What follows belongs to an exercise in optimizing a design on an open flow for small area, a short achievable clock period and few clock cycles per item; a production flow would make more cautious choices. In this exercise RTL edits were held to simulation tests only and were not proved equivalent to the original.

## flow/design.v (module list and top-level ports; edited modules follow where they fit)
// module sbcore: 418 lines
// module sb_cm_c1: 404 lines
// module sb_cm_c2: 368 lines
// module sb_cm_m1: 288 lines
// module sb_cm_m2: 342 lines
// module sb_cm_m3: 232 lines
// module sb_cm_ksm: 330 lines
// module sb_cm23_m1: 136 lines
// module sb_cm23_m2: 170 lines
// module sb_cm23_m3: 100 lines
// module sb_gmul: 1462 lines
// module sb_lmul: 658 lines
// module sb_fold0: 5 lines
// module sb_fold1: 5 lines
// module sb_fold2: 5 lines
// module sb_fold3: 5 lines
module sbcore (
    input  wire         clk,
    input  wire         rst,
    input  wire         req_valid,
    output wire         req_ready,
    input  wire [31:0]  req_cmd,
    input  wire [127:0] req_a,
    input  wire [127:0] req_b,
    output wire         resp_valid,
    input  wire         resp_ready,
    output wire [7:0]   resp_status,
    output wire [127:0] resp_r
);
  // ...
==> flow/run.sh <==
#!/bin/bash
# synth_recipe.tcl (not shown) runs the flow's synth.tcl, then flattens the netlist and writes it again
# the make line also repeats each setting of config.mk as NAME=value (left out here)
make -C /OpenROAD-flow-scripts/flow DESIGN_CONFIG=/design/flow/config.mk WORK_HOME=/design/flow/orfs CLKGATE_MAP_FILE= SYNTH_SCRIPT=/design/flow/synth_recipe.tcl finish
==> flow/config.mk <==
export PLATFORM = sky130hd
export DESIGN_NAME = sbcore
export DESIGN_NICKNAME = sbcore
export VERILOG_FILES = /design/flow/design.v
export SDC_FILE = /design/flow/constraint.sdc
export NUM_CORES = 8
export LEC_CHECK = 0
export CAP_MARGIN = 20
export CORE_MARGIN = 2
export CORE_UTILIZATION = 30
export SLEW_MARGIN = 20
==> flow/constraint.sdc <==
create_clock -name core_clock -period 15.0 [get_ports {clk}]
set_input_delay 3.0000 -clock core_clock [delete_from_list [all_inputs] [get_ports {clk}]]
set_output_delay 3.0000 -clock core_clock [all_outputs]
set_load 0.01 [all_outputs]
==> reports/qor.yml, run 1 <==
final_hold_viol_count: 0
crit_end: "r5l[27]"
multi_input_area_share_pct: 58.0
fp-row-count: 356
wl_mm: 957
finalWeightedCongestion: 0.987
hold_class: "register to register"
gr-usage-met2_pct: 30.7
drtPass1Iterations: 7
grt_max_degree: 176
outcome: "complete, no violations"
synth_edf_count: 2526
setup_viol: 0
worstHoldStart: "r2l[115]"
die_h_um: 973
antenna_found_initial: 74
synth_top_cell_by_area: "edfxtp_1"
fin_setup_tns_ns: 0
reg2reg_to: "r5l[27]"
bufAreaShareNonClock_pct: 2.54
syn-cell-area_mm2: 0.282
clock_sinks: 2541
Testbench counts, summed over its fixed seeds: cycles 2,808, items 2,400.
==> module sbcore, before the edit <==
module sbcore (
    input  wire         clk,
    input  wire         rst,
    input  wire         req_valid,
    output wire         req_ready,
    input  wire [31:0]  req_cmd,
    input  wire [127:0] req_a,
    input  wire [127:0] req_b,
    output wire         resp_valid,
    input  wire         resp_ready,
    output wire [7:0]   resp_status,
    output wire [127:0] resp_r
);
    localparam [31:0] K_HASH_IN  = 32'h79C68E4A;
    localparam [31:0] K_SHUFFLE  = 32'h5A7E3F1B;
    localparam [127:0] K_LANE    = {32'hB40CC1B8, 32'h691E72CA, 32'h174F18AB, 32'h912F69BA};
    wire [7:0]  in_op = req_cmd[7:0];
    wire [31:0] in_a0 = req_a[31:0];
    wire [31:0] in_b0 = req_b[31:0];
    reg       in_legal;
    reg [2:0] in_st;
    always @* begin
        case (in_op)
            8'h01:        in_legal = (req_cmd[31:9] == 23'd0);
            8'h26, 8'h27: in_legal = (req_cmd[31:13] == 19'd0);
            8'h10, 8'h11, 8'h12, 8'h13, 8'h14, 8'h15,
            8'h20, 8'h21, 8'h22, 8'h23, 8'h24, 8'h25, 8'h28, 8'h29,
            8'h31, 8'h32, 8'h33, 8'h35:
                          in_legal = (req_cmd[31:8] == 24'd0);
            default:      in_legal = 1'b0;
        endcase
        if (!in_legal)
            in_st = 3'd1;
        else if ((in_op == 8'h13 || in_op == 8'h15) && in_b0[31:3] != 29'd0)
            in_st = 3'd2;
        else if ((in_op == 8'h33 || in_op == 8'h35) && in_b0[31:1] != 31'd0)
            in_st = 3'd3;
        else if ((in_op == 8'h15 || in_op == 8'h35) && in_a0[31:16] != 16'd0)
            in_st = 3'd4;
        else
            in_st = 3'd0;
    end
    wire in_ok = (in_st == 3'd0);
    wire in_samp  = in_ok && (in_op == 8'h15 || in_op == 8'h35);
    wire in_sobol = in_ok && (in_op == 8'h13 || in_op == 8'h33);
    wire in_hash  = in_ok && (in_op == 8'h11 || in_op == 8'h31);
    wire in_owen  = in_ok && (in_op == 8'h12 || in_op == 8'h32);
    wire in_ton   = in_ok && (in_op == 8'h14 || in_op == 8'h29);
    wire in_rev   = in_ok && (in_op == 8'h10 || in_op == 8'h28);
    wire in_alu   = in_ok && (in_op[7:4] == 4'h2) && (in_op[3:0] <= 4'h7) && (in_op != 8'h22);
    wire in_mul   = in_ok && (in_op == 8'h22);
    wire in_rdc   = in_ok && (in_op == 8'h01);
    wire in_scal  = (in_op[7:4] == 4'h0) || (in_op[7:4] == 4'h1);
    wire in_multi = in_ok && (in_op == 8'h32 || in_op == 8'h22);
    wire       in_four = in_op[5];                        
    wire       in_g    = in_four ? in_b0[0] : in_b0[2];
    wire [1:0] in_lane = in_four ? 2'd0 : in_b0[1:0];
    localparam CW = 17;
    reg          sv;             
    wire         adv = !sv;      
    reg          r0v;
    reg  [2:0]   r0st;
    reg          r0samp, r0sobol, r0hash, r0owen, r0ton, r0rev, r0alu, r0mul, r0rdc, r0scal, r0multi, r0g;
    reg  [1:0]   r0lane;
    reg  [7:0]   r0cmd;          
    reg  [127:0] r0a, r0b;
    reg  [1:0]   slot;
    wire r0_hold = r0v && r0multi && (slot != 2'd3);
    assign req_ready = !sv && !r0_hold;
    wire accept = req_valid && req_ready;
    always @(posedge clk) begin
        if (rst) begin
            r0v  <= 1'b0;
            slot <= 2'd0;
        end else if (adv) begin
            if (r0_hold) begin
                slot <= slot + 2'd1;
            end else begin
                r0v  <= accept;
                slot <= 2'd0;
            end
        end
        if (adv && !r0_hold && accept) begin
            r0st <= in_st;
            r0samp <= in_samp; r0sobol <= in_sobol; r0hash <= in_hash; r0owen <= in_owen;
            r0ton <= in_ton; r0rev <= in_rev; r0alu <= in_alu; r0mul <= in_mul; r0rdc <= in_rdc;
            r0scal <= in_scal; r0multi <= in_multi; r0g <= in_g; r0lane <= in_lane;
            r0cmd <= {req_cmd[12:8], req_cmd[2:0]};
            r0a <= req_a;
            r0b <= req_b;
        end
    end
    wire [CW-1:0] c0 = {r0_hold, slot, r0lane, r0g, r0mul, r0scal, r0ton, r0owen, r0hash, r0sobol, r0samp, r0st, r0v};
    function [31:0] rev32;
        input [31:0] x;
        integer i;
        begin
            for (i = 0; i < 32; i = i + 1) rev32[i] = x[31 - i];
        end
    endfunction
    function [31:0] tonorm_rev;
        input [22:0] y;
        reg   [22:0] z;
        reg   [4:0]  tz;
        reg   [22:0] f;
        integer i;
        begin
            z  = y;
            tz = 5'd0;
            if (z[15:0] == 16'd0) begin z = z >> 16; tz = tz + 5'd16; end
            if (z[7:0]  == 8'd0)  begin z = z >> 8;  tz = tz + 5'd8;  end
            if (z[3:0]  == 4'd0)  begin z = z >> 4;  tz = tz + 5'd4;  end
            if (z[1:0]  == 2'd0)  begin z = z >> 2;  tz = tz + 5'd2;  end
            if (z[0]    == 1'b0)  begin z = z >> 1;  tz = tz + 5'd1;  end
            z = z >> 1;
            for (i = 0; i < 23; i = i + 1) f[i] = z[22 - i];
            if (y == 23'd0)
                tonorm_rev = 32'd0;
            else
                tonorm_rev = {1'b0, 8'd126 - {3'd0, tz}, f};
        end
    endfunction
    wire [31:0] r0seed = r0b[63:32];
    wire [31:0] s1_t   = r0seed ^ K_SHUFFLE ^ K_HASH_IN;
    wire [31:0] s1_sb;
    sb_cm_c1 u_s1_c1 (.x(s1_t ^ (s1_t >> 16)), .p(s1_sb));
    wire [31:0] s1_ak = r0a[32*slot +: 32];
    wire [31:0] s1_bk = r0b[32*slot +: 32];
    reg  [15:0] s1_nrev;
    integer i1;
    always @* for (i1 = 0; i1 < 16; i1 = i1 + 1) s1_nrev[i1] = r0a[15 - i1];
    wire [31:0] s1_x = r0samp ? {s1_nrev, 16'd0} : s1_ak;
    wire [31:0] s1_xm1;
    sb_cm_m1 u_s1_m1 (.x(s1_x), .p(s1_xm1));
    wire [31:0] s1_u = s1_x ^ (s1_xm1 & {32{r0samp | r0owen}});
    wire [31:0] s1_s = r0samp ? r0seed : s1_bk;
    reg [127:0] s1_l;
    integer k1;
    always @* begin
        for (k1 = 0; k1 < 4; k1 = k1 + 1) begin : lane1
            reg [31:0] a, b, xs, sh, r;
            a  = r0a[32*k1 +: 32];
            b  = r0b[32*k1 +: 32];
            xs = (r0cmd[2:0] == 3'd7) ? rev32(a) : a;
            sh = xs << r0cmd[7:3];
            case (r0cmd[2:0])
                3'd0: r = a + b;
                3'd1: r = a - b;
                3'd3: r = a & b;
                3'd4: r = a | b;
                3'd5: r = a ^ b;
                3'd6: r = sh;
                3'd7: r = rev32(sh);
                default: r = a;
            endcase
            if (r0rev | r0ton)
                r = rev32(a);
            else if (r0rdc)
                r = r0cmd[3] ? 32'd2 : 32'd8;
            else if (!r0alu)
                r = a;
            s1_l[32*k1 +: 32] = r;
        end
    end
    reg [CW-1:0] c1;
    reg [31:0]   r1sb, r1u, r1s;
    reg [127:0]  r1l;
    always @(posedge clk) begin
        if (rst) c1[0] <= 1'b0;
        else if (adv) c1 <= c0;
        if (adv) begin
            r1sb <= s1_sb; r1u <= s1_u; r1s <= s1_s; r1l <= s1_l;
        end
    end
    wire [31:0] s2_c = r1sb ^ (r1sb >> 15);
    wire [31:0] s2_d;
    sb_cm_c2 u_s2_c2 (.x(s2_c), .p(s2_d));
    wire [31:0] s2_hs = s2_d ^ (s2_d >> 16);
    reg [CW-1:0] c2;
    reg [31:0]   r2hs, r2u, r2s;
    reg [127:0]  r2l;
    always @(posedge clk) begin
        if (rst) c2[0] <= 1'b0;
        else if (adv) c2 <= c1;
        if (adv) begin
            r2hs <= s2_hs; r2u <= r1u; r2s <= r1s; r2l <= r1l;
        end
    end
    wire c2samp = c2[4], c2owen = c2[7], c2mul = c2[10];
    wire [31:0] s3_sv  = c2samp ? r2hs : r2s;                 
    wire [31:0] s3_add = (c2samp | c2owen) ? s3_sv : 32'd0;
    wire [31:0] s3_v   = r2u + s3_add;
    wire [15:0] s3_m   = c2mul ? r2s[15:0] : ((c2samp | c2owen) ? (s3_sv[31:16] | 16'd1) : 16'd1);
    wire [15:0] s3_m2  = c2mul ? r2s[31:16] : 16'd0;
    reg [CW-1:0] c3;
    reg [31:0]   r3v, r3seed;
    reg [15:0]   r3m, r3m2;
    reg [127:0]  r3l;
    always @(posedge clk) begin
        if (rst) c3[0] <= 1'b0;
        else if (adv) c3 <= c2;
        if (adv) begin
            r3v <= s3_v; r3m <= s3_m; r3m2 <= s3_m2; r3seed <= r2s; r3l <= r2l;
        end
    end
    wire [31:0] s4_x, s4_sk;
    sb_gmul   u_s4_mul (.x(r3v), .m(r3m), .y(r3v[15:0]), .m2(r3m2), .p(s4_x));
    sb_cm_ksm u_s4_ksm (.x(r3seed), .p(s4_sk));
    reg [CW-1:0] c4;
    reg [31:0]   r4x, r4sk;
    reg [127:0]  r4l;
    always @(posedge clk) begin
        if (rst) c4[0] <= 1'b0;
        else if (adv) c4 <= c3;
        if (adv) begin
            r4x <= s4_x; r4sk <= s4_sk; r4l <= r3l;
        end
    end
    wire c4samp = c4[4], c4hash = c4[6], c4owen = c4[7], c4g = c4[11];
    wire [31:0] s5_xm2;
    sb_cm_m2 u_s5_m2 (.x(r4x), .p(s5_xm2));
    wire [31:0] s5_x = r4x ^ (s5_xm2 & {32{c4samp | c4owen}});
    wire [127:0] s5_l;
    genvar k5;
    generate
        for (k5 = 0; k5 < 4; k5 = k5 + 1) begin : g_s5
            wire [31:0] key = r4sk ^ {31'd0, c4g} ^ K_LANE[32*k5 +: 32];
            wire [31:0] n   = (c4samp ? key : r4l[32*k5 +: 32]) ^ K_HASH_IN;
            wire [31:0] p;
            sb_cm_c1 u_c1 (.x(n ^ (n >> 16)), .p(p));
            assign s5_l[32*k5 +: 32] = (c4samp | c4hash) ? p : r4l[32*k5 +: 32];
        end
    endgenerate
    reg [CW-1:0] c5;
    reg [31:0]   r5x;
    reg [127:0]  r5l;
    always @(posedge clk) begin
        if (rst) c5[0] <= 1'b0;
        else if (adv) c5 <= c4;
        if (adv) begin
            r5x <= s5_x; r5l <= s5_l;
        end
    end
    wire c5samp = c5[4], c5hash = c5[6], c5owen = c5[7];
    wire [31:0] s6_xm3;
    sb_cm_m3 u_s6_m3 (.x(r5x), .p(s6_xm3));
    wire [31:0] s6_x = r5x ^ (s6_xm3 & {32{c5samp | c5owen}});
    wire [127:0] s6_l;
    genvar k6;
    generate
        for (k6 = 0; k6 < 4; k6 = k6 + 1) begin : g_s6
            wire [31:0] b = r5l[32*k6 +: 32];
            wire [31:0] d;
            sb_cm_c2 u_c2 (.x(b ^ (b >> 15)), .p(d));
            assign s6_l[32*k6 +: 32] = (c5samp | c5hash) ? (d ^ (d >> 16)) : b;
        end
    endgenerate
    reg [CW-1:0] c6;
    reg [31:0]   r6x;
    reg [127:0]  r6l;
    always @(posedge clk) begin
        if (rst) c6[0] <= 1'b0;
        else if (adv) c6 <= c5;
        if (adv) begin
            r6x <= s6_x; r6l <= s6_l;
        end
    end
    wire c6v = c6[0], c6samp = c6[4], c6sobol = c6[5], c6owen = c6[7], c6mul = c6[10], c6g = c6[11];
    wire [1:0] c6slot = c6[15:14];
    wire c6part = c6[16];
    reg [95:0] acc;
    always @(posedge clk)
        if (adv && c6v && c6part)
            acc[32*c6slot +: 32] <= r6x;
    reg [15:0] s7_fv;
    integer i7;
    always @* for (i7 = 0; i7 < 16; i7 = i7 + 1) s7_fv[i7] = r6x[31 - i7];
    wire [91:0]  s7_y;
    wire [63:0]  s7_m;
    wire [35:0]  s7_u;
    wire [15:0]  s7_f0, s7_f1, s7_f2, s7_f3;
    sb_fold0 u_f0 (.g(c6g), .v(s7_fv), .f(s7_f0));
    sb_fold1 u_f1 (.g(c6g), .v(s7_fv), .f(s7_f1));
    sb_fold2 u_f2 (.g(c6g), .v(s7_fv), .f(s7_f2));
    sb_fold3 u_f3 (.g(c6g), .v(s7_fv), .f(s7_f3));
    wire [63:0] s7_f = {s7_f3, s7_f2, s7_f1, s7_f0};
    wire [127:0] s7_accx = {r6x, acc};
    genvar k7;
    generate
        for (k7 = 0; k7 < 4; k7 = k7 + 1) begin : g_s7
            wire [15:0] f = s7_f[16*k7 +: 16];
            wire [31:0] h = r6l[32*k7 +: 32];
            wire [22:0] fm;
            sb_cm23_m1 u_m1 (.x(f), .p(fm));
            wire [31:0] pass = c6sobol ? {16'd0, f} :
                               (c6owen | c6mul) ? ((c6slot == k7) ? r6x : s7_accx[32*k7 +: 32]) :
                               h;
            assign s7_y[23*k7 +: 23] = c6samp ? (({7'd0, f} ^ fm) + h[22:0]) : pass[22:0];
            assign s7_m[16*k7 +: 16] = c6samp ? (h[31:16] | 16'd1) : 16'd1;
            assign s7_u[9*k7 +: 9]   = pass[31:23];
        end
    endgenerate
    reg [CW-1:0] c7;
    reg [91:0]   r7y;
    reg [63:0]   r7m;
    reg [35:0]   r7u;
    always @(posedge clk) begin
        if (rst) c7[0] <= 1'b0;
        else if (adv) c7 <= {c6[CW-1:1], c6[0] & !c6part};
        if (adv) begin
            r7y <= s7_y; r7m <= s7_m; r7u <= s7_u;
        end
    end
    wire [91:0] s8_y;
    genvar k8;
    generate
        for (k8 = 0; k8 < 4; k8 = k8 + 1) begin : g_s8
            sb_lmul u_mul (.a(r7y[23*k8 +: 23]), .m(r7m[16*k8 +: 16]), .p(s8_y[23*k8 +: 23]));
        end
    endgenerate
    wire [35:0] s8_u = r7u;
    reg [CW-1:0] c8;
    reg [91:0]   r8y;
    reg [35:0]   r8u;
    always @(posedge clk) begin
        if (rst) c8[0] <= 1'b0;
        else if (adv) c8 <= c7;
        if (adv) begin
            r8y <= s8_y; r8u <= s8_u;
        end
    end
    wire c8samp = c8[4];
    wire [91:0] s9_y;
    genvar k9;
    generate
        for (k9 = 0; k9 < 4; k9 = k9 + 1) begin : g_s9
            wire [22:0] y = r8y[23*k9 +: 23];
            wire [22:0] p;
            sb_cm23_m2 u_m2 (.x(y), .p(p));
            assign s9_y[23*k9 +: 23] = y ^ (p & {23{c8samp}});
        end
    endgenerate
    reg [CW-1:0] c9;
    reg [91:0]   r9y;
    reg [35:0]   r9u;
    always @(posedge clk) begin
        if (rst) c9[0] <= 1'b0;
        else if (adv) c9 <= c8;
        if (adv) begin
            r9y <= s9_y; r9u <= r8u;
        end
    end
    wire c9samp = c9[4];
    wire [91:0] s10_y;
    genvar k10;
    generate
        for (k10 = 0; k10 < 4; k10 = k10 + 1) begin : g_s10
            wire [22:0] y = r9y[23*k10 +: 23];
            wire [22:0] p;
            sb_cm23_m3 u_m3 (.x(y), .p(p));
            assign s10_y[23*k10 +: 23] = y ^ (p & {23{c9samp}});
        end
    endgenerate
    reg [CW-1:0] c10;
    reg [91:0]   r10y;
    reg [35:0]   r10u;
    always @(posedge clk) begin
        if (rst) c10[0] <= 1'b0;
        else if (adv) c10 <= c9;
        if (adv) begin
            r10y <= s10_y; r10u <= r9u;
        end
    end
    wire c10v = c10[0], c10samp = c10[4], c10sobol = c10[5], c10ton = c10[8], c10scal = c10[9];
    wire [2:0] c10st = c10[3:1];
    wire [1:0] c10lane = c10[13:12];
    reg [127:0] s11_r;
    integer k11;
    always @* begin
        for (k11 = 0; k11 < 4; k11 = k11 + 1) begin
            if (c10samp | c10ton)
                s11_r[32*k11 +: 32] = tonorm_rev(r10y[23*k11 +: 23]);
            else
                s11_r[32*k11 +: 32] = {r10u[9*k11 +: 9], r10y[23*k11 +: 23]};
        end
    end
    wire [31:0]  s11_r0  = (c10samp | c10sobol) ? s11_r[32*c10lane +: 32] : s11_r[31:0];
    wire [127:0] s11_res = c10scal ? {96'd0, s11_r0} : s11_r;
    wire [135:0] s11_out = {5'd0, c10st, s11_res};
    reg         ov;
    reg [135:0] od, sd;
    wire take = ov && resp_ready;
    always @(posedge clk) begin
        if (rst) begin
            ov <= 1'b0;
            sv <= 1'b0;
        end else if (sv) begin
            if (take) begin
                ov <= 1'b1;
                sv <= 1'b0;
            end
        end else if (!ov || resp_ready) begin
            ov <= c10v;
        end else if (c10v) begin
            sv <= 1'b1;
        end
        if (sv) begin
            if (take) od <= sd;
        end else if (!ov || resp_ready) begin
            od <= s11_out;
        end
        if (!sv && ov && !resp_ready)
            sd <= s11_out;
    end
    assign resp_valid  = ov;
    assign resp_status = od[135:128];
    assign resp_r      = od[127:0];
endmodule
==> run 2: changes to the inputs <==
--- a/flow/design.v
+++ b/flow/design.v
@@ -43,13 +43,28 @@
     wire in_ok = (in_st == 3'd0);
-    wire in_samp  = in_ok && (in_op == 8'h15 || in_op == 8'h35);
-    wire in_sobol = in_ok && (in_op == 8'h13 || in_op == 8'h33);
-    wire in_hash  = in_ok && (in_op == 8'h11 || in_op == 8'h31);
-    wire in_owen  = in_ok && (in_op == 8'h12 || in_op == 8'h32);
-    wire in_ton   = in_ok && (in_op == 8'h14 || in_op == 8'h29);
-    wire in_rev   = in_ok && (in_op == 8'h10 || in_op == 8'h28);
-    wire in_alu   = in_ok && (in_op[7:4] == 4'h2) && (in_op[3:0] <= 4'h7) && (in_op != 8'h22);
-    wire in_mul   = in_ok && (in_op == 8'h22);
-    wire in_rdc   = in_ok && (in_op == 8'h01);
+    wire in_samp  = (in_op == 8'h15 || in_op == 8'h35);
+    wire in_sobol = (in_op == 8'h13 || in_op == 8'h33);
+    wire in_hash  = (in_op == 8'h11 || in_op == 8'h31);
+    wire in_owen  = (in_op == 8'h12 || in_op == 8'h32);
+    wire in_ton   = (in_op == 8'h14 || in_op == 8'h29);
+    wire in_rev   = (in_op == 8'h10 || in_op == 8'h28);
+    wire in_alu   = (in_op[7:4] == 4'h2) && (in_op[3:0] <= 4'h7) && (in_op != 8'h22);
+    wire in_mul   = (in_op == 8'h22);
+    wire in_rdc   = (in_op == 8'h01);
     wire in_scal  = (in_op[7:4] == 4'h0) || (in_op[7:4] == 4'h1);
-    wire in_multi = in_ok && (in_op == 8'h32 || in_op == 8'h22);
+    wire in_multi = (in_op == 8'h32 || in_op == 8'h22);
+    wire in_samp_op = (in_op == 8'h15 || in_op == 8'h35);     
+    wire [9:0] in_kind;
+    assign in_kind[0] = (in_op == 8'h20 || in_op == 8'h21);
+    assign in_kind[1] = (in_op == 8'h23);
+    assign in_kind[2] = (in_op == 8'h24);
+    assign in_kind[3] = (in_op == 8'h25);
+    assign in_kind[4] = (in_op == 8'h26);
+    assign in_kind[5] = (in_op == 8'h27);
+    assign in_kind[6] = in_rev | in_ton;
+    assign in_kind[7] = in_hash;
+    assign in_kind[8] = in_rdc;
+    assign in_kind[9] = ~|in_kind[8:0];
+    reg [15:0] in_nrev;
+    integer i0;
+    always @* for (i0 = 0; i0 < 16; i0 = i0 + 1) in_nrev[i0] = req_a[15 - i0];
     wire       in_four = in_op[5];                        
@@ -57,5 +72,7 @@
     wire [1:0] in_lane = in_four ? 2'd0 : in_b0[1:0];
-    localparam CW = 17;
-    reg          sv;             
-    wire         adv = !sv;      
+    localparam CW = 21;
+    reg          hv;             
+    reg  [3:0]   htag;
+    reg  [2:0]   hst;
+    reg  [127:0] hd;
     reg          r0v;
@@ -65,7 +82,18 @@
     reg  [7:0]   r0cmd;          
+    reg  [9:0]   r0kind;
     reg  [127:0] r0a, r0b;
     reg  [1:0]   slot;
-    wire r0_hold = r0v && r0multi && (slot != 2'd3);
-    assign req_ready = !sv && !r0_hold;
-    wire accept = req_valid && req_ready;
+    reg  [3:0]   r0tag, ntag;
+    wire issue   = r0v && !hv;
+    wire r0_part = r0multi && (slot != 2'd3);
+    wire r0_hold = r0v && (hv || r0_part);
+    wire accept = req_valid && !r0_hold;
+    reg  rdy;
+    wire hv_next;                                    
+    wire r0v_next     = r0_hold ? r0v : accept;
+    wire r0multi_next = r0_hold ? r0multi : in_multi;
+    wire [1:0] slot_next = !r0_hold ? 2'd0 : (issue ? slot + 2'd1 : slot);
+    always @(posedge clk)
+        rdy <= rst || !(r0v_next && (hv_next || (r0multi_next && (slot_next != 2'd3))));
+    assign req_ready = rdy;
     always @(posedge clk) begin
@@ -74,11 +102,14 @@
             slot <= 2'd0;
-        end else if (adv) begin
-            if (r0_hold) begin
-                slot <= slot + 2'd1;
-            end else begin
+            ntag <= 4'd0;
+        end else begin
+            if (!r0_hold) begin
                 r0v  <= accept;
                 slot <= 2'd0;
+            end else if (issue) begin
+                slot <= slot + 2'd1;
             end
+            if (accept)
+                ntag <= ntag + 4'd1;
         end
-        if (adv && !r0_hold && accept) begin
+        if (!r0_hold) begin
             r0st <= in_st;
@@ -88,36 +119,15 @@
             r0cmd <= {req_cmd[12:8], req_cmd[2:0]};
-            r0a <= req_a;
+            r0kind <= in_kind;
+            r0a <= {req_a[127:32], in_samp_op ? {in_nrev, 16'd0} : req_a[31:0]};
             r0b <= req_b;
+            r0tag <= ntag;
+        end else if (issue) begin
+            r0a <= {r0a[31:0], r0a[127:32]};
+            r0b <= {r0b[31:0], r0b[127:32]};
         end
     end
-    wire [CW-1:0] c0 = {r0_hold, slot, r0lane, r0g, r0mul, r0scal, r0ton, r0owen, r0hash, r0sobol, r0samp, r0st, r0v};
-    function [31:0] rev32;
-        input [31:0] x;
-        integer i;
-        begin
-            for (i = 0; i < 32; i = i + 1) rev32[i] = x[31 - i];
-        end
-    endfunction
-    function [31:0] tonorm_rev;
-        input [22:0] y;
-        reg   [22:0] z;
-        reg   [4:0]  tz;
-        reg   [22:0] f;
-        integer i;
-        begin
-            z  = y;
-            tz = 5'd0;
-            if (z[15:0] == 16'd0) begin z = z >> 16; tz = tz + 5'd16; end
-            if (z[7:0]  == 8'd0)  begin z = z >> 8;  tz = tz + 5'd8;  end
-            if (z[3:0]  == 4'd0)  begin z = z >> 4;  tz = tz + 5'd4;  end
-            if (z[1:0]  == 2'd0)  begin z = z >> 2;  tz = tz + 5'd2;  end
-            if (z[0]    == 1'b0)  begin z = z >> 1;  tz = tz + 5'd1;  end
-            z = z >> 1;
-            for (i = 0; i < 23; i = i + 1) f[i] = z[22 - i];
-            if (y == 23'd0)
-                tonorm_rev = 32'd0;
-            else
-                tonorm_rev = {1'b0, 8'd126 - {3'd0, tz}, f};
-        end
-    endfunction
+    wire [CW-1:0] c0 = hv ? {htag, 13'd0, hst, 1'b1}
+                          : {r0tag, r0_part, slot, r0lane, r0g, r0mul, r0scal, r0ton, r0owen,
+                             r0hash, r0sobol, r0samp, r0st, r0v};
+    wire r0shared = r0samp | r0owen | r0mul | r0sobol;
     wire [31:0] r0seed = r0b[63:32];
@@ -126,8 +136,3 @@
     sb_cm_c1 u_s1_c1 (.x(s1_t ^ (s1_t >> 16)), .p(s1_sb));
-    wire [31:0] s1_ak = r0a[32*slot +: 32];
-    wire [31:0] s1_bk = r0b[32*slot +: 32];
-    reg  [15:0] s1_nrev;
-    integer i1;
-    always @* for (i1 = 0; i1 < 16; i1 = i1 + 1) s1_nrev[i1] = r0a[15 - i1];
-    wire [31:0] s1_x = r0samp ? {s1_nrev, 16'd0} : s1_ak;
+    wire [31:0] s1_x = r0a[31:0];
     wire [31:0] s1_xm1;
@@ -135,86 +140,71 @@
     wire [31:0] s1_u = s1_x ^ (s1_xm1 & {32{r0samp | r0owen}});
-    wire [31:0] s1_s = r0samp ? r0seed : s1_bk;
+    wire [31:0] s1_s = r0samp ? r0seed : r0b[31:0];
+    wire [127:0] s1_alu;
+    genvar k1;
+    generate
+        for (k1 = 0; k1 < 4; k1 = k1 + 1) begin : g_s1
+            sb_alu u_alu (.a(r0a[32*k1 +: 32]), .b(r0b[32*k1 +: 32]), .sub(r0cmd[0]),
+                          .shamt(r0cmd[7:3]), .sel(r0cmd[3]), .kind(r0kind),
+                          .r(s1_alu[32*k1 +: 32]));
+        end
+    endgenerate
     reg [127:0] s1_l;
-    integer k1;
     always @* begin
-        for (k1 = 0; k1 < 4; k1 = k1 + 1) begin : lane1
-            reg [31:0] a, b, xs, sh, r;
-            a  = r0a[32*k1 +: 32];
-            b  = r0b[32*k1 +: 32];
-            xs = (r0cmd[2:0] == 3'd7) ? rev32(a) : a;
-            sh = xs << r0cmd[7:3];
-            case (r0cmd[2:0])
-                3'd0: r = a + b;
-                3'd1: r = a - b;
-                3'd3: r = a & b;
-                3'd4: r = a | b;
-                3'd5: r = a ^ b;
-                3'd6: r = sh;
-                3'd7: r = rev32(sh);
-                default: r = a;
-            endcase
-            if (r0rev | r0ton)
-                r = rev32(a);
-            else if (r0rdc)
-                r = r0cmd[3] ? 32'd2 : 32'd8;
-            else if (!r0alu)
-                r = a;
-            s1_l[32*k1 +: 32] = r;
-        end
+        s1_l = s1_alu;
+        if (r0samp)
+            s1_l[31:0] = s1_sb;
+        if (r0shared)
+            s1_l[63:32] = s1_u;
+        if (r0samp | r0owen | r0mul)
+            s1_l[95:64] = s1_s;
+        if (hv)
+            s1_l = hd;
     end
     reg [CW-1:0] c1;
-    reg [31:0]   r1sb, r1u, r1s;
     reg [127:0]  r1l;
     always @(posedge clk) begin
-        if (rst) c1[0] <= 1'b0;
-        else if (adv) c1 <= c0;
-        if (adv) begin
-            r1sb <= s1_sb; r1u <= s1_u; r1s <= s1_s; r1l <= s1_l;
-        end
+        c1 <= {c0[CW-1:1], c0[0] & !rst};
+        r1l <= s1_l;
     end
-    wire [31:0] s2_c = r1sb ^ (r1sb >> 15);
+    wire c1samp = c1[4];
+    wire [31:0] s2_b = r1l[31:0];
+    wire [31:0] s2_c = s2_b ^ (s2_b >> 15);
     wire [31:0] s2_d;
     sb_cm_c2 u_s2_c2 (.x(s2_c), .p(s2_d));
-    wire [31:0] s2_hs = s2_d ^ (s2_d >> 16);
     reg [CW-1:0] c2;
-    reg [31:0]   r2hs, r2u, r2s;
     reg [127:0]  r2l;
     always @(posedge clk) begin
-        if (rst) c2[0] <= 1'b0;
-        else if (adv) c2 <= c1;
-        if (adv) begin
-            r2hs <= s2_hs; r2u <= r1u; r2s <= r1s; r2l <= r1l;
-        end
+        c2 <= {c1[CW-1:1], c1[0] & !rst};
+        r2l <= {r1l[127:32], c1samp ? s2_d : s2_b};      
     end
-    wire c2samp = c2[4], c2owen = c2[7], c2mul = c2[10];
-    wire [31:0] s3_sv  = c2samp ? r2hs : r2s;                 
+    wire c2samp = c2[4], c2sobol = c2[5], c2owen = c2[7], c2mul = c2[10];
+    wire c2shared = c2samp | c2owen | c2mul | c2sobol;
+    wire [31:0] s3_hs  = r2l[31:0] ^ (r2l[31:0] >> 16);
+    wire [31:0] s3_sv  = c2samp ? s3_hs : r2l[95:64];           
     wire [31:0] s3_add = (c2samp | c2owen) ? s3_sv : 32'd0;
-    wire [31:0] s3_v   = r2u + s3_add;
-    wire [15:0] s3_m   = c2mul ? r2s[15:0] : ((c2samp | c2owen) ? (s3_sv[31:16] | 16'd1) : 16'd1);
-    wire [15:0] s3_m2  = c2mul ? r2s[31:16] : 16'd0;
+    wire [31:0] s3_v;
+    sb_add32 u_s3_add (.a(r2l[63:32]), .b(s3_add), .s(s3_v));
+    wire [15:0] s3_m   = c2mul ? r2l[79:64] : ((c2samp | c2owen) ? (s3_sv[31:16] | 16'd1) : 16'd1);
+    wire [15:0] s3_m2  = c2mul ? r2l[95:80] : 16'd0;
     reg [CW-1:0] c3;
-    reg [31:0]   r3v, r3seed;
-    reg [15:0]   r3m, r3m2;
     reg [127:0]  r3l;
     always @(posedge clk) begin
-        if (rst) c3[0] <= 1'b0;
-        else if (adv) c3 <= c2;
-        if (adv) begin
-            r3v <= s3_v; r3m <= s3_m; r3m2 <= s3_m2; r3seed <= r2s; r3l <= r2l;
-        end
+        c3 <= {c2[CW-1:1], c2[0] & !rst};
+        r3l <= c2shared ? {r2l[127:64], s3_m2, s3_m, s3_v} : r2l;
     end
+    wire c3samp = c3[4], c3g = c3[11];
     wire [31:0] s4_x, s4_sk;
-    sb_gmul   u_s4_mul (.x(r3v), .m(r3m), .y(r3v[15:0]), .m2(r3m2), .p(s4_x));
-    sb_cm_ksm u_s4_ksm (.x(r3seed), .p(s4_sk));
+    sb_gmul   u_s4_mul (.x(r3l[31:0]), .m(r3l[47:32]), .y(r3l[15:0]), .m2(r3l[63:48]), .p(s4_x));
+    sb_cm_ksm u_s4_ksm (.x(r3l[95:64]), .p(s4_sk));
+    wire [31:0] s4_w = s4_sk ^ {31'd0, c3g};
+    wire [127:0] s4_n = {4{s4_w}} ^ K_LANE ^ {4{K_HASH_IN}};
     reg [CW-1:0] c4;
-    reg [31:0]   r4x, r4sk;
+    reg [31:0]   r4x;
     reg [127:0]  r4l;
     always @(posedge clk) begin
-        if (rst) c4[0] <= 1'b0;
-        else if (adv) c4 <= c3;
-        if (adv) begin
-            r4x <= s4_x; r4sk <= s4_sk; r4l <= r3l;
-        end
+        c4 <= {c3[CW-1:1], c3[0] & !rst};
+        r4x <= s4_x;
+        r4l <= c3samp ? s4_n : r3l;
     end
-    wire c4samp = c4[4], c4hash = c4[6], c4owen = c4[7], c4g = c4[11];
+    wire c4samp = c4[4], c4hash = c4[6], c4owen = c4[7];
     wire [31:0] s5_xm2;
@@ -226,5 +216,4 @@
         for (k5 = 0; k5 < 4; k5 = k5 + 1) begin : g_s5
-            wire [31:0] key = r4sk ^ {31'd0, c4g} ^ K_LANE[32*k5 +: 32];
-            wire [31:0] n   = (c4samp ? key : r4l[32*k5 +: 32]) ^ K_HASH_IN;
             wire [31:0] p;
+            wire [31:0] n = r4l[32*k5 +: 32];
             sb_cm_c1 u_c1 (.x(n ^ (n >> 16)), .p(p));
@@ -237,7 +226,5 @@
     always @(posedge clk) begin
-        if (rst) c5[0] <= 1'b0;
-        else if (adv) c5 <= c4;
-        if (adv) begin
-            r5x <= s5_x; r5l <= s5_l;
-        end
+        c5 <= {c4[CW-1:1], c4[0] & !rst};
+        r5x <= s5_x;
+        r5l <= s5_l;
     end
@@ -254,3 +241,3 @@
             sb_cm_c2 u_c2 (.x(b ^ (b >> 15)), .p(d));
-            assign s6_l[32*k6 +: 32] = (c5samp | c5hash) ? (d ^ (d >> 16)) : b;
+            assign s6_l[32*k6 +: 32] = (c5samp | c5hash) ? d : b;    
         end
@@ -261,9 +248,7 @@
     always @(posedge clk) begin
-        if (rst) c6[0] <= 1'b0;
-        else if (adv) c6 <= c5;
-        if (adv) begin
-            r6x <= s6_x; r6l <= s6_l;
-        end
+        c6 <= {c5[CW-1:1], c5[0] & !rst};
+        r6x <= s6_x;
+        r6l <= s6_l;
     end
-    wire c6v = c6[0], c6samp = c6[4], c6sobol = c6[5], c6owen = c6[7], c6mul = c6[10], c6g = c6[11];
+    wire c6v = c6[0], c6samp = c6[4], c6sobol = c6[5], c6hash = c6[6], c6owen = c6[7], c6mul = c6[10], c6g = c6[11];
     wire [1:0] c6slot = c6[15:14];
@@ -272,3 +257,3 @@
     always @(posedge clk)
-        if (adv && c6v && c6part)
+        if (c6v && c6part)
             acc[32*c6slot +: 32] <= r6x;
@@ -278,4 +263,3 @@
     wire [91:0]  s7_y;
-    wire [63:0]  s7_m;
-    wire [35:0]  s7_u;
+    wire [127:0] s7_h;
     wire [15:0]  s7_f0, s7_f1, s7_f2, s7_f3;
@@ -291,3 +275,4 @@
             wire [15:0] f = s7_f[16*k7 +: 16];
-            wire [31:0] h = r6l[32*k7 +: 32];
+            wire [31:0] d = r6l[32*k7 +: 32];
+            wire [31:0] h = (c6samp | c6hash) ? (d ^ (d >> 16)) : d;
             wire [22:0] fm;
@@ -297,5 +282,4 @@
                                h;
-            assign s7_y[23*k7 +: 23] = c6samp ? (({7'd0, f} ^ fm) + h[22:0]) : pass[22:0];
-            assign s7_m[16*k7 +: 16] = c6samp ? (h[31:16] | 16'd1) : 16'd1;
-            assign s7_u[9*k7 +: 9]   = pass[31:23];
+            assign s7_y[23*k7 +: 23] = {7'd0, f} ^ fm;
+            assign s7_h[32*k7 +: 32] = c6samp ? h : pass;
         end
@@ -304,12 +288,12 @@
     reg [91:0]   r7y;
-    reg [63:0]   r7m;
-    reg [35:0]   r7u;
+    reg [127:0]  r7h;
     always @(posedge clk) begin
-        if (rst) c7[0] <= 1'b0;
-        else if (adv) c7 <= {c6[CW-1:1], c6[0] & !c6part};
-        if (adv) begin
-            r7y <= s7_y; r7m <= s7_m; r7u <= s7_u;
-        end
-    end
-    wire [91:0] s8_y;
+        c7 <= {c6[CW-1:1], c6[0] & !c6part & !rst};
+        r7y <= s7_y;
+        r7h <= s7_h;
+    end
+    wire c7samp = c7[4];
+    wire [91:0] s8_t;
+    wire [63:0] s8_m;
+    wire [35:0] s8_u;
     genvar k8;
@@ -317,18 +301,20 @@
         for (k8 = 0; k8 < 4; k8 = k8 + 1) begin : g_s8
-            sb_lmul u_mul (.a(r7y[23*k8 +: 23]), .m(r7m[16*k8 +: 16]), .p(s8_y[23*k8 +: 23]));
+            wire [22:0] y = r7y[23*k8 +: 23];
+            wire [31:0] h = r7h[32*k8 +: 32];
+            sb_add23 u_add (.a(y & {23{c7samp}}), .b(h[22:0]), .s(s8_t[23*k8 +: 23]));
+            assign s8_m[16*k8 +: 16] = (h[31:16] & {16{c7samp}}) | 16'd1;
+            assign s8_u[9*k8 +: 9]   = h[31:23];
         end
     endgenerate
-    wire [35:0] s8_u = r7u;
     reg [CW-1:0] c8;
-    reg [91:0]   r8y;
+    reg [91:0]   r8t;
+    reg [63:0]   r8m;
     reg [35:0]   r8u;
     always @(posedge clk) begin
-        if (rst) c8[0] <= 1'b0;
-        else if (adv) c8 <= c7;
-        if (adv) begin
-            r8y <= s8_y; r8u <= s8_u;
-        end
+        c8 <= {c7[CW-1:1], c7[0] & !rst};
+        r8t <= s8_t;
+        r8m <= s8_m;
+        r8u <= s8_u;
     end
-    wire c8samp = c8[4];
-    wire [91:0] s9_y;
+    wire [91:0] s9_p;
     genvar k9;
@@ -336,6 +322,3 @@
         for (k9 = 0; k9 < 4; k9 = k9 + 1) begin : g_s9
-            wire [22:0] y = r8y[23*k9 +: 23];
-            wire [22:0] p;
-            sb_cm23_m2 u_m2 (.x(y), .p(p));
-            assign s9_y[23*k9 +: 23] = y ^ (p & {23{c8samp}});
+            sb_lmul u_mul (.a(r8t[23*k9 +: 23]), .m(r8m[16*k9 +: 16]), .p(s9_p[23*k9 +: 23]));
         end
@@ -343,10 +326,8 @@
     reg [CW-1:0] c9;
-    reg [91:0]   r9y;
+    reg [91:0]   r9p;
     reg [35:0]   r9u;
     always @(posedge clk) begin
-        if (rst) c9[0] <= 1'b0;
-        else if (adv) c9 <= c8;
-        if (adv) begin
-            r9y <= s9_y; r9u <= r8u;
-        end
+        c9 <= {c8[CW-1:1], c8[0] & !rst};
+        r9p <= s9_p;
+        r9u <= r8u;
     end
@@ -357,5 +338,5 @@
         for (k10 = 0; k10 < 4; k10 = k10 + 1) begin : g_s10
-            wire [22:0] y = r9y[23*k10 +: 23];
+            wire [22:0] y = r9p[23*k10 +: 23];
             wire [22:0] p;
-            sb_cm23_m3 u_m3 (.x(y), .p(p));
+            sb_cm23_m2 u_m2 (.x(y), .p(p));
             assign s10_y[23*k10 +: 23] = y ^ (p & {23{c9samp}});
@@ -367,27 +348,47 @@
     always @(posedge clk) begin
-        if (rst) c10[0] <= 1'b0;
-        else if (adv) c10 <= c9;
-        if (adv) begin
-            r10y <= s10_y; r10u <= r9u;
+        c10 <= {c9[CW-1:1], c9[0] & !rst};
+        r10y <= s10_y;
+        r10u <= r9u;
+    end
+    wire c10samp = c10[4];
+    wire [91:0] s11_y;
+    genvar k11m;
+    generate
+        for (k11m = 0; k11m < 4; k11m = k11m + 1) begin : g_s11m
+            wire [22:0] y = r10y[23*k11m +: 23];
+            wire [22:0] p;
+            sb_cm23_m3 u_m3 (.x(y), .p(p));
+            assign s11_y[23*k11m +: 23] = y ^ (p & {23{c10samp}});
         end
-    end
-    wire c10v = c10[0], c10samp = c10[4], c10sobol = c10[5], c10ton = c10[8], c10scal = c10[9];
-    wire [2:0] c10st = c10[3:1];
-    wire [1:0] c10lane = c10[13:12];
-    reg [127:0] s11_r;
-    integer k11;
-    always @* begin
-        for (k11 = 0; k11 < 4; k11 = k11 + 1) begin
-            if (c10samp | c10ton)
-                s11_r[32*k11 +: 32] = tonorm_rev(r10y[23*k11 +: 23]);
-            else
-                s11_r[32*k11 +: 32] = {r10u[9*k11 +: 9], r10y[23*k11 +: 23]};
+    endgenerate
+    reg [CW-1:0] c11;
+    reg [91:0]   r11y;
+    reg [35:0]   r11u;
+    always @(posedge clk) begin
+        c11 <= {c10[CW-1:1], c10[0] & !rst};
+        r11y <= s11_y;
+        r11u <= r10u;
+    end
+    wire c11v = c11[0], c11samp = c11[4], c11sobol = c11[5], c11ton = c11[8], c11scal = c11[9];
+    wire [2:0] c11st = c11[3:1];
+    wire [1:0] c11lane = c11[13:12];
+    wire [3:0] c11tag = c11[20:17];
+    wire [127:0] s12_r;
+    genvar k12;
+    generate
+        for (k12 = 0; k12 < 4; k12 = k12 + 1) begin : g_s12
+            wire [31:0] t;
+            sb_tonorm u_tn (.y(r11y[23*k12 +: 23]), .r(t));
+            assign s12_r[32*k12 +: 32] = (c11samp | c11ton) ? t : {r11u[9*k12 +: 9], r11y[23*k12 +: 23]};
         end
-    end
-    wire [31:0]  s11_r0  = (c10samp | c10sobol) ? s11_r[32*c10lane +: 32] : s11_r[31:0];
-    wire [127:0] s11_res = c10scal ? {96'd0, s11_r0} : s11_r;
-    wire [135:0] s11_out = {5'd0, c10st, s11_res};
+    endgenerate
+    wire [31:0]  s12_r0  = (c11samp | c11sobol) ? s12_r[32*c11lane +: 32] : s12_r[31:0];
+    wire [127:0] s12_res = c11scal ? {96'd0, s12_r0} : s12_r;
     reg         ov;
-    reg [135:0] od, sd;
-    wire take = ov && resp_ready;
+    reg [2:0]   ost;
+    reg [127:0] od;
+    reg [3:0]   next_tag;
+    wire ofree   = !ov || resp_ready;
+    wire deliver = c11v && (c11tag == next_tag) && ofree;
+    assign hv_next = c11v && !deliver;
     always @(posedge clk) begin
@@ -395,24 +396,83 @@
             ov <= 1'b0;
-            sv <= 1'b0;
-        end else if (sv) begin
-            if (take) begin
+            hv <= 1'b0;
+            next_tag <= 4'd0;
+        end else begin
+            if (deliver) begin
                 ov <= 1'b1;
-                sv <= 1'b0;
+                next_tag <= next_tag + 4'd1;
+            end else if (resp_ready) begin
+                ov <= 1'b0;
             end
-        end else if (!ov || resp_ready) begin
-            ov <= c10v;
-        end else if (c10v) begin
-            sv <= 1'b1;
-        end
-        if (sv) begin
-            if (take) od <= sd;
-        end else if (!ov || resp_ready) begin
-            od <= s11_out;
+            hv <= hv_next;
         end
-        if (!sv && ov && !resp_ready)
-            sd <= s11_out;
+        if (deliver) begin
+            ost <= c11st;
+            od  <= s12_res;
+        end
+        htag <= c11tag;
+        hst  <= c11st;
+        hd   <= s12_res;
     end
     assign resp_valid  = ov;
-    assign resp_status = od[135:128];
-    assign resp_r      = od[127:0];
+    assign resp_status = {5'd0, ost};
+    assign resp_r      = od;
+endmodule
+module sb_alu (
+    input  wire [31:0] a,
+    input  wire [31:0] b,
+    input  wire        sub,        
+    input  wire [4:0]  shamt,
+    input  wire        sel,        
+    input  wire [9:0]  kind,       
+    output wire [31:0] r
+);
+    localparam [31:0] K_HASH_IN = 32'h79C68E4A;
+    function [31:0] rev32;
+        input [31:0] x;
+        integer i;
+        begin
+            for (i = 0; i < 32; i = i + 1) rev32[i] = x[31 - i];
+        end
+    endfunction
+    wire [31:0] ra  = rev32(a);
+    wire [31:0] xs  = kind[5] ? ra : a;
+    wire [31:0] sh  = xs << shamt;
+    wire [31:0] sum = a + (b ^ {32{sub}}) + {31'd0, sub};
+    assign r = ({32{kind[0]}} & sum)
+             | ({32{kind[1]}} & (a & b))
+             | ({32{kind[2]}} & (a | b))
+             | ({32{kind[3]}} & (a ^ b))
+             | ({32{kind[4]}} & sh)
+             | ({32{kind[5]}} & rev32(sh))
+             | ({32{kind[6]}} & ra)
+             | ({32{kind[7]}} & (a ^ K_HASH_IN))
+             | ({32{kind[8]}} & (sel ? 32'd2 : 32'd8))
+             | ({32{kind[9]}} & a);
+endmodule
+module sb_add32 (input wire [31:0] a, input wire [31:0] b, output wire [31:0] s);
+    assign s = a + b;
+endmodule
+module sb_add23 (input wire [22:0] a, input wire [22:0] b, output wire [22:0] s);
+    assign s = a + b;
+endmodule
+module sb_tonorm (input wire [22:0] y, output reg [31:0] r);
+    reg [22:0] z;
+    reg [4:0]  tz;
+    reg [22:0] f;
+    integer i;
+    always @* begin
+        z  = y;
+        tz = 5'd0;
+        if (z[15:0] == 16'd0) begin z = z >> 16; tz = tz + 5'd16; end
+        if (z[7:0]  == 8'd0)  begin z = z >> 8;  tz = tz + 5'd8;  end
+        if (z[3:0]  == 4'd0)  begin z = z >> 4;  tz = tz + 5'd4;  end
+        if (z[1:0]  == 2'd0)  begin z = z >> 2;  tz = tz + 5'd2;  end
+        if (z[0]    == 1'b0)  begin z = z >> 1;  tz = tz + 5'd1;  end
+        z = z >> 1;
+        for (i = 0; i < 23; i = i + 1) f[i] = z[22 - i];
+        if (y == 23'd0)
+            r = 32'd0;
+        else
+            r = {1'b0, 8'd126 - {3'd0, tz}, f};
+    end
 endmodule
==> flow/flow/run.sh (new file) <==
#!/bin/bash
# Own layout flow: the standard flow (standard.sh, its synthesis unchanged),
# with a larger setup-slack target for the repair_timing steps that ORFS runs
# after floorplan, CTS and global route. The clock period and all constraints
# stay the design's (constraint.sdc is not touched).
set -euo pipefail
MARGIN=9
# 1. the standard synthesis
bash standard.sh synth > synth.log 2>&1
# 2. the rest of the standard layout, with SETUP_SLACK_MARGIN on make's command line
sed "s/CLKGATE_MAP_FILE= /CLKGATE_MAP_FILE= SETUP_SLACK_MARGIN=$MARGIN /" standard.sh > layout.sh
grep -q "SETUP_SLACK_MARGIN=$MARGIN" layout.sh
bash layout.sh finish > layout.log 2>&1
test -s out/final.def
==> flow/standard.sh (new file) <==
#!/bin/bash
# synth_recipe.tcl (not shown) runs the flow's synth.tcl, then flattens the netlist and writes it again
# the make line also repeats each setting of config.mk as NAME=value (left out here)
make -C /OpenROAD-flow-scripts/flow DESIGN_CONFIG=/design/flow/config.mk WORK_HOME=/design/flow/orfs CLKGATE_MAP_FILE= SYNTH_SCRIPT=/design/flow/synth_recipe.tcl "${@:-finish}"
--- a/flow/config.mk
+++ b/flow/config.mk
@@ -9,3 +9,6 @@
 export CORE_MARGIN = 2
-export CORE_UTILIZATION = 30
+export CORE_UTILIZATION = 55
+export PLACE_DENSITY = 0.7
 export SLEW_MARGIN = 20
+export SYNTH_HIERARCHICAL = 1
+export SYNTH_MINIMUM_KEEP_SIZE = 0
removed: flow/run.sh
==> run 2 against run 1 <==
Still clean on timing, DRC and antenna. Utilization grew 27 points. Area after synthesis grew 0.10%. Routed wire length grew 12%.
==> reports/qor.yml, run 2 <==
outcome: "complete, no violations"  # unchanged
portBuffers: 424  # unchanged
slew_violations: 0  # unchanged
synth_mux_area_share_pct: 6.28  # was 2.62%
ctsHoldBuffers: 0  # unchanged
crit_chain: "buf_4 -> buf_12 -> xor2_1 -> ha_1 -> a21oi_1 -> a21oi_1 -> o21ai_0 -> a21o_1 -> a21o_1 -> xor2_1 -> o21ai_0 -> a21oi_1 -> o21ai_0"  # was buf_4 -> inv_2 -> buf_4 -> nor2_1 -> a21oi_1 -> xnor2_1 -> buf_4 -> fa_1 -> inv_1 -> fa_1 -> inv_1 -> fa_1 -> fa_1 -> ha_1 -> or4_1 -> o211ai_1 -> o2111ai_1 -> or3b_2 -> a21oi_1 -> a41oi_1 -> nand2_1 -> a21oi_1 -> xor2_1 -> o21ai_0
syn-cell-area_mm2: 0.282  # about the same
grt_max_degree: 193  # was 176
finalWeightedCongestion: 1.04  # was 0.987
cp_slowest_stage_delay_ns: 1.09  # was 0.83 ns
cts_tree: "done"  # unchanged
wl_mm: 1070  # was 957 mm
clk_pin_slew_worst_paths_ns: 0.06  # was 0.08 ns
cp_max_fo: 90  # was 52
cp-start-kind: "register"  # unchanged
timing.fmax_mhz: 167  # was 111 MHz
setup_viol: 0  # unchanged
cts_buffers: 299  # was 278
ys.flop_type: "dfxtp_1"  # was edfxtp_1
worst_pin_slew_ns: 1.33  # was 1.36 ns
avgSynthCellArea_um2: 9.45  # was 10.2 um2
fp-row-count: 263  # was 356
clock_sinks: 2517  # was 2541
grt_usage_pct: 40.7  # was 19.7%
clk_latency_ns: 1.04  # was 0.98 ns
synth_seq_cells: 2517  # was 2541
critical_path.endpoint_type: "register"  # unchanged
ys_seq_area_share_pct: 19.7  # was 27.0%
antenna_found_initial: 146  # was 74
synth_common_cells: "inv_1, fa_1, nand2_1"  # was inv_1, fa_1, edfxtp_1
async_reset_ff_share_pct: 0  # unchanged
drc: 0  # unchanged
rsz0062_at_grt: "yes"  # was no
cpMaxStageDelayCell: "o21ai_0"  # was a21oi_1
start_util_pct: 55.1  # was 30.0%
area_growth_pct: 9.10  # was 10.6%
final_hold_viol_count: 0  # unchanged
grt_pass1_vias: 219000  # was 207000
dp.cells: 36300  # was 40200
drtPass1Iterations: 6  # was 7
synth_edf_count: 515  # was 2526
grt_pass1_wl_mm: 1540  # was 1400 mm
reg2reg_slack_ns: 9.00  # was 6.01 ns
via_per_inst: 5.90  # was 4.96
clockRootBuffer: "clkbuf_16"  # unchanged
ys.warnings.count: 9  # was 1
synth_compound_area_share_pct: 10.8  # was 10.1%
clockBufferDepth: 4  # unchanged
synth_xor_area_share_pct: 7.41  # was 6.93%
die_h_um: 720  # was 973 um
slew_headroom_pct: 10.1  # was 9.15%
yosys.area_share.simple_pct: 10.9  # was 9.47%
post_layout_nonfiller_instances: 37200  # was 40700
yosys.area.top_type_share_pct: 26.5  # was 26.9%
max_cap_viol_count: 0  # unchanged
period_needed_ns: 6.00  # was 8.99 ns
io_pins: 430  # unchanged
synth_most_common_cell: "inv_1"  # unchanged
hold_class: "register to register"  # unchanged
wl_per_cell_um: 28.8  # was 23.5 um
crit_required_ns: 15.81  # was 15.65 ns
period_share_pct: 40.0  # was 59.9%
grt_overflow: 0  # unchanged
chipWidth_um: 720  # was 973 um
coreArea_mm2: 0.512  # was 0.938 mm2
mostFrequentLayoutCells: "inv_1, fa_1, nand2_1"  # was inv_1, fa_1, edfxtp_1
synth_area_leaders: "fa_1, dfxtp_1, ha_1, inv_1, edfxtp_1"  # was edfxtp_1, fa_1, ha_1, inv_1, xnor2_1
cts.htree.levels: 5  # unchanged
synth_fa_ha_area_share_pct: 34.9  # was 34.8%
dieArea_mm2: 0.519  # was 0.947 mm2
ant_nets: 0  # unchanged
vias: 219000  # was 202000
criticalPathCategory: "register to register"  # unchanged
arrival_ns: 6.80  # was 9.64 ns
layout_commonest_cell: "inv_1"  # unchanged
drtIter0Drc: 23900  # was 19000
post-dp-hpwl_mm: 853  # was 761 mm
finClkSkew_ns: 0.126  # was 0.0664 ns
synth_top_family_by_area: "adder cells"  # unchanged
ys_types: 159  # was 120
synth_top_cell_by_area: "fa_1"  # was edfxtp_1
fin_setup_tns_ns: 0  # unchanged
drive_above_1_share_pct: 9.02  # was 4.39%
final_nets: 36000  # was 33800
synth_cells: 29900  # was 27700
run 2: kinds of logic after synthesis:
logic type / count (synthesis)
xor+xnor: 2340
compound gates: 4398
fa+ha+maj: 5635
simple gates: 6371
other cells: 21
buf+inv: 7180
flops: 2517
mux: 1393
run 2: area by class of cell:
class / instances / area, um2
diodes: 154 / 385
clock buffers: 379 / 8410
clock inverters: 162 / 1810
fillers: 44300 / 204000
inverters: 5967 / 22500
multi-input cells: 20200 / 201000
flip-flops and latches: 2517 / 55800
well taps: 6757 / 8450
repair buffers: 1084 / 9810
run 2: Yosys stat by module (local to each module, per instance), excerpt:
module | cells inside | flops+latches | area (um2) | times used
sb_cm23_m1 | 270 | 0 | 2450 | 4
sb_cm23_m3 | 214 | 0 | 1900 | 4
sb_cm_c1 | 650 | 0 | 6170 | 5
sb_cm_ksm | 560 | 0 | 5350 | 1
sb_cm_m1 | 506 | 0 | 4780 | 1
sb_cm_m2 | 555 | 0 | 5250 | 1
sb_fold1 | 91 | 0 | 791 | 1
sb_gmul | 1735 | 0 | 15300 | 1
sb_tonorm | 206 | 0 | 1440 | 4
run 2: final timing paths:
kind,from,endpoint,cells after the start
setup reg to reg,r0cmd[0],r1l[86],13
hold / removal,c3[6],c4[6],0
setup / recovery,r0cmd[0],r1l[86],13
hold reg to reg,c3[6],c4[6],0
run 2: worst max-delay path, delay by kind of cell (launching register included):
family	cells	cell delay, ns
AOI/OAI and AO/OA	8	3.53
buffers and inverters	2	1.13
xor gates and xnor gates	2	0.35
DFF	1	0.32
adders and majority gates	1	0.29
run 2: stage by stage:
| stage | hold slack [ns] | cell area (um2) | util [%] | worst slack [ns] |
|---|---|---|---|---|
| 2_1_floorplan | 0.310 | 282000 | - | 8.26 |
| 4_1_cts | 0.282 | 304000 | 59.4 | 8.77 |
| 6_report | 0.296 | 308000 | 60.1 | 9.00 |
| 3_3_place_gp | 0.310 | 293000 | 57.2 | 8.17 |
| 5_1_grt | 0.300 | 308000 | 60.1 | 8.89 |
| 3_5_place_dp | 0.312 | 293000 | 57.2 | 8.11 |
run 2: per-layer routing:
| layer | vias up | global-route usage (%) | wire length, um |
|---|---|---|---|
| met5 | - | 0 | 588 |
| met1 | 110000 | 54.0 | 423000 |
| met3 | 2572 | 10.4 | 113000 |
| met4 | 76 | 23.7 | 77500 |
| met2 | 11300 | 60.3 | 459000 |
| li1 | 95200 | - | - |
run 2: timing repair:
item	4_1_cts	5_1_grt
pin swaps	13	78
setup buffers	28	171
endpoints found under the hold margin	0	0
gates resized for setup	177	376
endpoints found under the setup margin	107	146
cloned	2	8
Testbench counts of run 2, summed over its fixed seeds: cycles 2,816, items 2,400.

## afterwards: timing with drivers on the ports
The flow's constraints put no driver on any port. The routed layouts listed below were extracted and timed again, unchanged, in two steps.
Step 1: set_driving_cell puts a clkbuf_16 on clk and a buf_2 on each other input, an assumption about the parent block.
Step 2, shift: input delay + t, output delay - t, t = (earliest + latest rising clock arrival at the registers) / 2. This alone moves slack from input paths to output paths.
Slacks: ideal ports / drivers / drivers and shift; pairs: ideal ports / drivers.
run | t, ns | setup WS [ns] | hold WS [ns] | slew at the worst register clock pin (ns) | pins driven straight from the clock port
run 1 | 1.091 | 6.009 / 6.009 / 6.009 | 0.377 / 0.377 / 0.377 | 0.08 / 0.08 | 1
run 2 | 1.129 | 9.004 / 9.004 / 8.295 | 0.296 / 0.296 / 0.296 | 0.09 / 0.09 | 1
After both steps setup and hold are still met in every run listed. For run 2, which loses most, drivers alone change the setup slack by 0.000 ns; drivers and shift together by -0.709 ns.
